This is an optimization exercise on Yosys and OpenROAD, whose aim is small area, a short achievable clock period and few clock cycles, not a production implementation.
Function was checked by simulation only, so behaviour that the tests miss may differ from the original.
Power is estimated from default activity; no workload was simulated.

==> inputs of 02-09 <==
Design frame_codec, start of the top module:
module frame_codec (
    input  wire        clk,
    input  wire        rst,       
    input  wire        req,
    input  wire        we,
    input  wire [1:0]  size,
    input  wire [13:0] addr,
    input  wire [31:0] wdata,
    output wire        ready,
    output wire        err,
    output wire [31:0] rdata
);
clock: 10.0 ns
lec_check: 0
cap_margin: 20
core_margin: 2
core_utilization: 30
cts_buf_list: sky130_fd_sc_hd__clkbuf_16
cts_cluster_diameter: 100
cts_cluster_size: 25
setup_slack_margin: 5.0
slew_margin: 20
run.sh (not shown) runs the stock make flow with config.mk's settings and CLKGATE_MAP_FILE= SYNTH_SCRIPT=/design/flow/synth_recipe.tcl, a recipe that flattens the netlist after the stock synthesis.
==> 01-20: changes against 02-09 <==
--- a/flow/design.v
+++ b/flow/design.v
@@ -29,27 +29,16 @@
         reg [15:0] a;
         begin
             a = acc ^ {8'h00, b};
             for (k = 0; k < 8; k = k + 1)
                 a = a[0] ? ((a >> 1) ^ 16'h8408) : (a >> 1);
             crc16_add = a;
         end
     endfunction
-    function [15:0] crc16_unshift16;
-        input [15:0] r;
-        integer k;
-        reg [15:0] a;
-        begin
-            a = r;
-            for (k = 0; k < 16; k = k + 1)
-                a = a[15] ? (((a ^ 16'h8408) << 1) | 16'h0001) : (a << 1);
-            crc16_unshift16 = a;
-        end
-    endfunction
     reg [15:0] crc;
     reg [2:0]  result;
     reg        rx_valid;
     reg        tx_valid;
     reg [7:0]  ifid;
     reg [15:0] plen;
     reg [15:0] flen;
     reg [5:0]  txlen;      
@@ -57,38 +46,39 @@
     reg [5:0]  rx_plen;    
     reg [15:0] rx_crc;
     reg [7:0]  pbuf  [0:MAX_PAYLOAD-1];
     reg [7:0]  txbuf [0:MAX_FRAME-1];
     reg [7:0]  rxbuf [0:MAX_FRAME-1];
     reg [5:0]  pm;         
     reg [15:0] pcrc;
     reg [5:0]  rm;         
-    reg [15:0] rcrc;
+    reg [15:0] rcrc;       
     reg [7:0]  rb0;        
     reg [7:0]  rb1;        
     reg        busy_enc;
     reg        busy_dec;
     reg [1:0]  lastcmd;
-    reg [13:0] pa;
+    reg [7:0]  pa;         
     reg        rv;
+    reg [7:0]  ci;         
     reg [17:0] rq;         
     reg [5:0]  wp;         
     reg        wv;         
     wire       busy = busy_enc | busy_dec;
     wire        is_b   = (size == 2'd0);
     wire        is_w   = (size == 2'd2);
     wire        reg_ok = is_w && (addr[1:0] == 2'b00) && (addr <= 14'h02C);
     wire        pb_ok  = is_b && (addr[13:12] == 2'd1) && (addr[11:5] == 7'd0);
     wire        tx_ok  = is_b && (addr[13:12] == 2'd2) && (addr[11:6] == 6'd0) && (addr[5:0] < MAX_FRAME);
     wire        rx_ok  = is_b && (addr[13:12] == 2'd3) && (addr[11:6] == 6'd0) && (addr[5:0] < MAX_FRAME);
     wire        acc_ok = reg_ok | pb_ok | tx_ok | rx_ok;
     wire [3:0]  regno  = addr[5:2];
-    wire        hit    = (addr == pa);
-    assign ready = req && !busy && (we || (hit && rv));
+    wire        hit    = ({addr[13:12], addr[5:0]} == pa);
+    assign ready = req && ((we && !busy) || (hit && rv));    
     assign err   = !acc_ok;
     assign rdata = {14'h0, rq};
     wire        bus_wr = req && !busy && we && acc_ok;
     wire        bus_rd = req && !busy && !we;
     wire        cmd_wr = bus_wr && reg_ok && (regno == 4'd0);
     wire        cmd_clear  = (wdata == 32'h0000_0001);
     wire        cmd_byte   = (wdata[31:16] == 16'h0) && (wdata[7:0] == 8'h02);
     wire        cmd_encode = (wdata == 32'h0000_0003);
@@ -102,20 +92,22 @@
     wire        dec_long  = (flen > MAX_FRAME);
     wire [5:0]  L         = flen[5:0];
     wire        dec_ready = (rm == L);
     wire        enc_cmd   = cmd_wr && cmd_encode && !enc_over;
     wire        dec_cmd   = cmd_wr && cmd_decode && !dec_short && !dec_long;
     wire        fin_enc   = (enc_cmd || busy_enc) && enc_ready;
     wire        fin_dec   = (dec_cmd || busy_dec) && dec_ready;
     wire        go_busy   = (enc_cmd && !enc_ready) || (dec_cmd && !dec_ready);
+    wire [5:0]  wp_start  = enc_cmd ? ((pm > n) ? 6'd0 : pm) : ((rm > L) ? 6'd1 : rm);
+    wire [1:0]  lastcmd_d = cmd_encode ? C_ENC : cmd_decode ? C_DEC : C_OTHER;
     wire [15:0] enc_c     = (n == 6'd0) ? 16'h0 : pcrc;
     wire [15:0] rx_field  = {rb0, rb1};
-    wire [15:0] dec_c     = crc16_unshift16(rcrc) ^ rx_field;
-    wire        dec_match = (rcrc == 16'h0);
+    wire [15:0] dec_c     = rcrc;
+    wire        dec_match = (rcrc == rx_field);
     wire [7:0]  tx_odd    = n[0] ? enc_c[15:8] : enc_c[7:0];
     wire [7:0]  tx_even   = n[0] ? enc_c[7:0]  : enc_c[15:8];
     reg  [2:0]  result_d;
     reg         rx_valid_d;
     reg         tx_valid_d;
     always @(*) begin
         result_d   = result;
         rx_valid_d = rx_valid;
@@ -141,75 +133,109 @@
             tx_valid_d = 1'b1;
             result_d   = R_OK;
         end
         if (fin_dec) begin
             rx_valid_d = dec_match;
             result_d   = dec_match ? R_VALID : R_INVALID_CRC;
         end
     end
-    reg [13:0] pa_next;
+    function [7:0] pnext;
+        input [7:0] p;
+        input [1:0] lc;
+        begin
+            pnext = {p[7:6], p[5:0] + 6'd1};
+            if (p[7:6] == 2'd0) begin
+                case (p[5:2])
+                4'd1: pnext = (lc == C_ENC) ? 8'h18 :
+                              (lc == C_DEC) ? 8'h1C : 8'h08;
+                4'd2: pnext = (lc == C_ENC) ? 8'h80 :
+                              (lc == C_DEC) ? 8'hC1 : 8'h04;
+                4'd6: pnext = 8'h08;
+                4'd9: pnext = 8'h08;
+                default: pnext = {2'b00, p[5:2] + 4'd1, 2'b00};
+                endcase
+            end
+        end
+    endfunction
+    wire [7:0]  pa_next  = pnext(pa, lastcmd);
+    wire [7:0]  pa_next2 = pnext(pa_next, lastcmd);
+    reg  [7:0]  ci_n;
     always @(*) begin
-        pa_next = {pa[13:6], pa[5:0] + 6'd1};
-        if (pa[13:12] == 2'd0) begin
-            case (pa[5:2])
-            4'd1: pa_next = (lastcmd == C_ENC) ? 14'h0018 :
-                            (lastcmd == C_DEC) ? 14'h001C : 14'h0008;
-            4'd2: pa_next = (lastcmd == C_ENC) ? 14'h2000 :
-                            (lastcmd == C_DEC) ? 14'h3001 : 14'h0004;
-            4'd6: pa_next = 14'h0008;
-            4'd9: pa_next = 14'h0008;
-            default: pa_next = {8'h0, pa[5:2] + 4'd1, 2'b00};
-            endcase
+        ci_n = ci;
+        if (bus_rd && hit && rv)
+            ci_n = pa_next2;
+        else if (bus_rd && !hit)
+            ci_n = {addr[13:12], addr[5:0]};
+        else if (cmd_wr || fin_enc || fin_dec)
+            ci_n = go_busy ? {enc_cmd ? 2'd1 : 2'd3, wp_start}
+                           : pnext(8'h04, cmd_wr ? lastcmd_d : lastcmd);
+        else if (bus_wr)
+            ci_n = pa;
+        else if (busy)
+            ci_n = {ci[7:6], wp + 6'd1};
+        else if (!rv)
+            ci_n = pa_next;
+    end
+    wire [7:0]  hi_n = 8'h1 << ci_n[5:3];
+    wire [13:0] gs_n = {{5{ci_n[7:6] == 2'd3}} & hi_n[4:0],
+                        {5{ci_n[7:6] == 2'd2}} & hi_n[4:0],
+                        {4{ci_n[7:6] == 2'd1}} & hi_n[3:0]};
+    reg  [7:0]  rlo;
+    reg  [13:0] gs;
+    always @(posedge clk) begin
+        if (rst) begin
+            rlo <= 8'h01;
+            gs  <= 14'h0;
+        end else begin
+            rlo <= 8'h1 << ci_n[2:0];
+            gs  <= gs_n;
         end
     end
-    wire [13:0] cpa  = rv ? pa_next : pa;
-    wire [1:0]  rwin = busy_enc ? 2'd1 : busy_dec ? 2'd3 : cpa[13:12];
-    wire [5:0]  ridx = busy ? wp : cpa[5:0];
-    wire [7:0]  rlo  = 8'h1 << ridx[2:0];
-    wire [7:0]  rhi  = 8'h1 << ridx[5:3];
+    wire [1:0]  rwin = ci[7:6];
     reg  [7:0]  buf_rd;
     reg  [17:0] reg_rd;
     integer i;
     always @(*) begin
         buf_rd = 8'h0;
         for (i = 0; i < MAX_PAYLOAD; i = i + 1)
-            buf_rd = buf_rd | ({8{rwin == 2'd1 && rhi[i/8] && rlo[i%8]}} & pbuf[i]);
+            buf_rd = buf_rd | ({8{gs[i/8] && rlo[i%8]}} & pbuf[i]);
         for (i = 0; i < MAX_FRAME; i = i + 1)
-            buf_rd = buf_rd | ({8{rwin == 2'd2 && rhi[i/8] && rlo[i%8]}} & txbuf[i]);
+            buf_rd = buf_rd | ({8{gs[4 + i/8] && rlo[i%8]}} & txbuf[i]);
         for (i = 0; i < MAX_FRAME; i = i + 1)
-            buf_rd = buf_rd | ({8{rwin == 2'd3 && rhi[i/8] && rlo[i%8]}} & rxbuf[i]);
+            buf_rd = buf_rd | ({8{gs[9 + i/8] && rlo[i%8]}} & rxbuf[i]);
     end
     always @(*) begin
-        case (cpa[5:2])
+        case (ci[5:2])
         4'd1:  reg_rd = {12'h0, tx_valid, rx_valid, 1'b0, result};
         4'd2:  reg_rd = {2'h0, crc};
         4'd3:  reg_rd = {10'h0, ifid};
         4'd4:  reg_rd = {2'h0, plen};
         4'd5:  reg_rd = {2'h0, flen};
         4'd6:  reg_rd = {12'h0, txlen};
         4'd7:  reg_rd = {10'h0, rx_ifid};
         4'd8:  reg_rd = {12'h0, rx_plen};
         4'd9:  reg_rd = {2'h0, rx_crc};
         4'd10: reg_rd = 18'h2_0000 | MAX_PAYLOAD;
         4'd11: reg_rd = 18'h0_1021;
         default: reg_rd = 18'h0;
         endcase
     end
     wire [17:0] rd_val = (rwin == 2'd0) ? reg_rd : {10'h0, buf_rd};
     wire [4:0]  pk      = busy_enc ? pm[4:0] : addr[4:0];
-    wire [7:0]  pb_byte = busy_enc ? rq[7:0] : wdata[7:0];
     wire        p_ext   = busy_enc ? (wv && pm != n) : (pb_wr && ((pk == 5'd0) || ({1'b0, pk} == pm)));
     wire        p_clr   = busy_enc ? 1'b0 : (pb_wr && ({1'b0, pk} < pm)) || (enc_cmd && pm > n);
-    wire [15:0] p_fold  = crc16_add(pb_byte, (pk == 5'd0) ? 16'h0 : pcrc);
     wire [5:0]  rk      = busy_dec ? rm      : addr[5:0];
     wire [7:0]  rx_byte = busy_dec ? rq[7:0] : wdata[7:0];
     wire        r_ext   = busy_dec ? (wv && rm != L) : (rx_wr && ((rk == 6'd1) || (rk == rm)));
     wire        r_clr   = busy_dec ? 1'b0 : (rx_wr && (rk > 6'd1) && (rk < rm)) || (dec_cmd && rm > L);
-    wire [15:0] r_fold  = crc16_add(rx_byte, (rk == 6'd1) ? 16'h0 : rcrc);
+    wire        f_rx    = busy ? busy_dec : addr[13];
+    wire [15:0] f_acc   = f_rx ? rcrc : ((pk == 5'd0) ? 16'h0 : pcrc);
+    wire [7:0]  f_byte  = f_rx ? rb1 : busy ? rq[7:0] : wdata[7:0];
+    wire [15:0] f_out   = crc16_add(f_byte, f_acc);
     wire [7:0]  wd_b   = rst ? 8'h0 : wdata[7:0];
     wire [7:0]  tx_o   = rst ? 8'h0 : tx_odd;
     wire [7:0]  tx_e   = rst ? 8'h0 : tx_even;
     wire [7:0]  ifid_r = rst ? 8'h0 : ifid;
     genvar g;
     generate
         for (g = 0; g < MAX_PAYLOAD; g = g + 1) begin : g_pbuf
             always @(posedge clk)
@@ -250,68 +276,70 @@
             pcrc     <= 16'h0;
             rm       <= 6'd1;
             rcrc     <= 16'h0;
             rb0      <= 8'h0;
             rb1      <= 8'h0;
             busy_enc <= 1'b0;
             busy_dec <= 1'b0;
             lastcmd  <= C_OTHER;
-            pa       <= 14'h0;
+            pa       <= 8'h0;
             rv       <= 1'b0;
             rq       <= 18'h0;
             wp       <= 6'd0;
             wv       <= 1'b0;
+            ci       <= 8'h0;
         end else begin
             result   <= result_d;
             rx_valid <= rx_valid_d;
             tx_valid <= tx_valid_d;
+            ci <= ci_n;
             if (bus_rd && hit && rv) begin
                 pa <= pa_next;
                 rq <= rd_val;
             end else if (bus_rd && !hit) begin
-                pa <= addr;
+                pa <= {addr[13:12], addr[5:0]};
                 rv <= 1'b0;
             end else if (cmd_wr || fin_enc || fin_dec) begin
-                pa <= 14'h0004;
+                pa <= 8'h04;
                 rq <= {12'h0, tx_valid_d, rx_valid_d, 1'b0, result_d};
                 rv <= !go_busy;
             end else if (bus_wr) begin
                 rv <= 1'b0;
             end else if (busy) begin
                 rq <= rd_val;
             end else if (!rv) begin
                 rq <= rd_val;
                 rv <= 1'b1;
             end
             if (busy) begin
                 wp <= wp + 6'd1;
                 wv <= 1'b1;
             end else begin
-                wp <= enc_cmd ? ((pm > n) ? 6'd0 : pm) : ((rm > L) ? 6'd1 : rm);
+                wp <= wp_start;
                 wv <= 1'b0;
             end
             if (p_ext) begin
-                pcrc <= p_fold;
+                pcrc <= f_out;
                 pm   <= {1'b0, pk} + 6'd1;
             end else if (p_clr) begin
                 pm   <= 6'd0;
             end
             if (r_ext) begin
-                rcrc <= r_fold;
+                rcrc <= (rk <= 6'd2) ? 16'h0 : f_out;
                 rm   <= rk + 6'd1;
                 rb0  <= rx_byte;
                 rb1  <= rb0;
             end else if (r_clr) begin
                 rm   <= 6'd1;
             end
             if (bus_wr && reg_ok) begin
                 case (regno)
                 4'd0: begin
-                    lastcmd <= cmd_encode ? C_ENC : cmd_decode ? C_DEC : C_OTHER;
+                    lastcmd <= lastcmd_d;
                     if (cmd_clear) begin
                         crc    <= 16'h0;
                     end else if (cmd_byte) begin
                         crc    <= crc16_add(wdata[15:8], crc);
                     end else if (cmd_encode) begin
                         if (enc_over)
                             txlen <= 6'h0;
                         else if (!enc_ready)
- CORE_UTILIZATION: 30 -> 45
- CTS_CLUSTER_DIAMETER: 100 -> 70
==> notes.md <==
quantity	01-20	02-09
#MultiIn Comb	2995	3189
Power Density	169 nW/um2	155 nW/um2
Minimum period implied by the final worst setup slack	5350 ps	5330 ps
Number of buffers and inverters on the critical path	2	1
Seq_cells	1040	1016
Vias in the first global route	38600	40100
Placement Rows	120	148
Global routing usage on met3	0.160	0.139
Fraction of met2 tracks used by global routing	0.599	0.475
Outcome	timing/DRC/antenna clean	timing/DRC/antenna clean
Placement-stage worst setup slack	3190 ps	2940 ps
Placed instance count	5750	6744
Met1 usage in global routing	0.540	0.441
Worst setup path category	input port to output pin	register to register
Reg2reg path depth	8	11
Buffers outside the clock class	237	309
Total detailed-routing wirelength	242000 um	298000 um
Number of synthesized register bits	1040	1016
Relative contribution of combinational cells to total power	0.077	0.113
CP startpoint	addr[4]	pa[13]$_SDFFE_PP0P_
CTS-repair resized insts	97	181
Testbench counts of 02-09, summed over its fixed seeds: cycles 29,440.
Testbench counts of 01-20, summed over its fixed seeds: cycles 29,440.

[re-timing with driven ports]
No port has a modelled driver above. Below, the same layouts with a new extraction and two added sets of constraints. Step 1 (the two cells are an assumption about what drives the block):
set clk [get_ports {clk}]
set_driving_cell -lib_cell sky130_fd_sc_hd__clkbuf_16 $clk
set_driving_cell -lib_cell sky130_fd_sc_hd__buf_2 [delete_from_list [all_inputs] $clk]
Step 2 adds t to the input delays and takes it off the output delays; t is the mean of the earliest and latest rising clock arrival at the registers after step 1. Input paths then give back, and output paths get back, about the clock's delay inside the block. a / b / c = ideal ports / drivers / drivers and shift; a / b = the first two.
| run | shift t [ns] | setup WS [ns] | hold WS [ns] | worst setup path after step 2 | worst register clock-pin slew, ns |
|---|---|---|---|---|---|
| 02-09 | 0.806 | 4.672 / 4.672 / 4.265 | 0.461 / 0.461 / 0.461 | input to register | 0.12 / 0.12 |
| 01-20 | 0.777 | 4.648 / 4.601 / 3.960 | 0.461 / 0.461 / 0.461 | input to register | 0.11 / 0.11 |
After both steps setup and hold are still met in every run listed. For 01-20, which loses most, drivers alone change the setup slack by -0.047 ns; drivers and shift together by -0.688 ns.
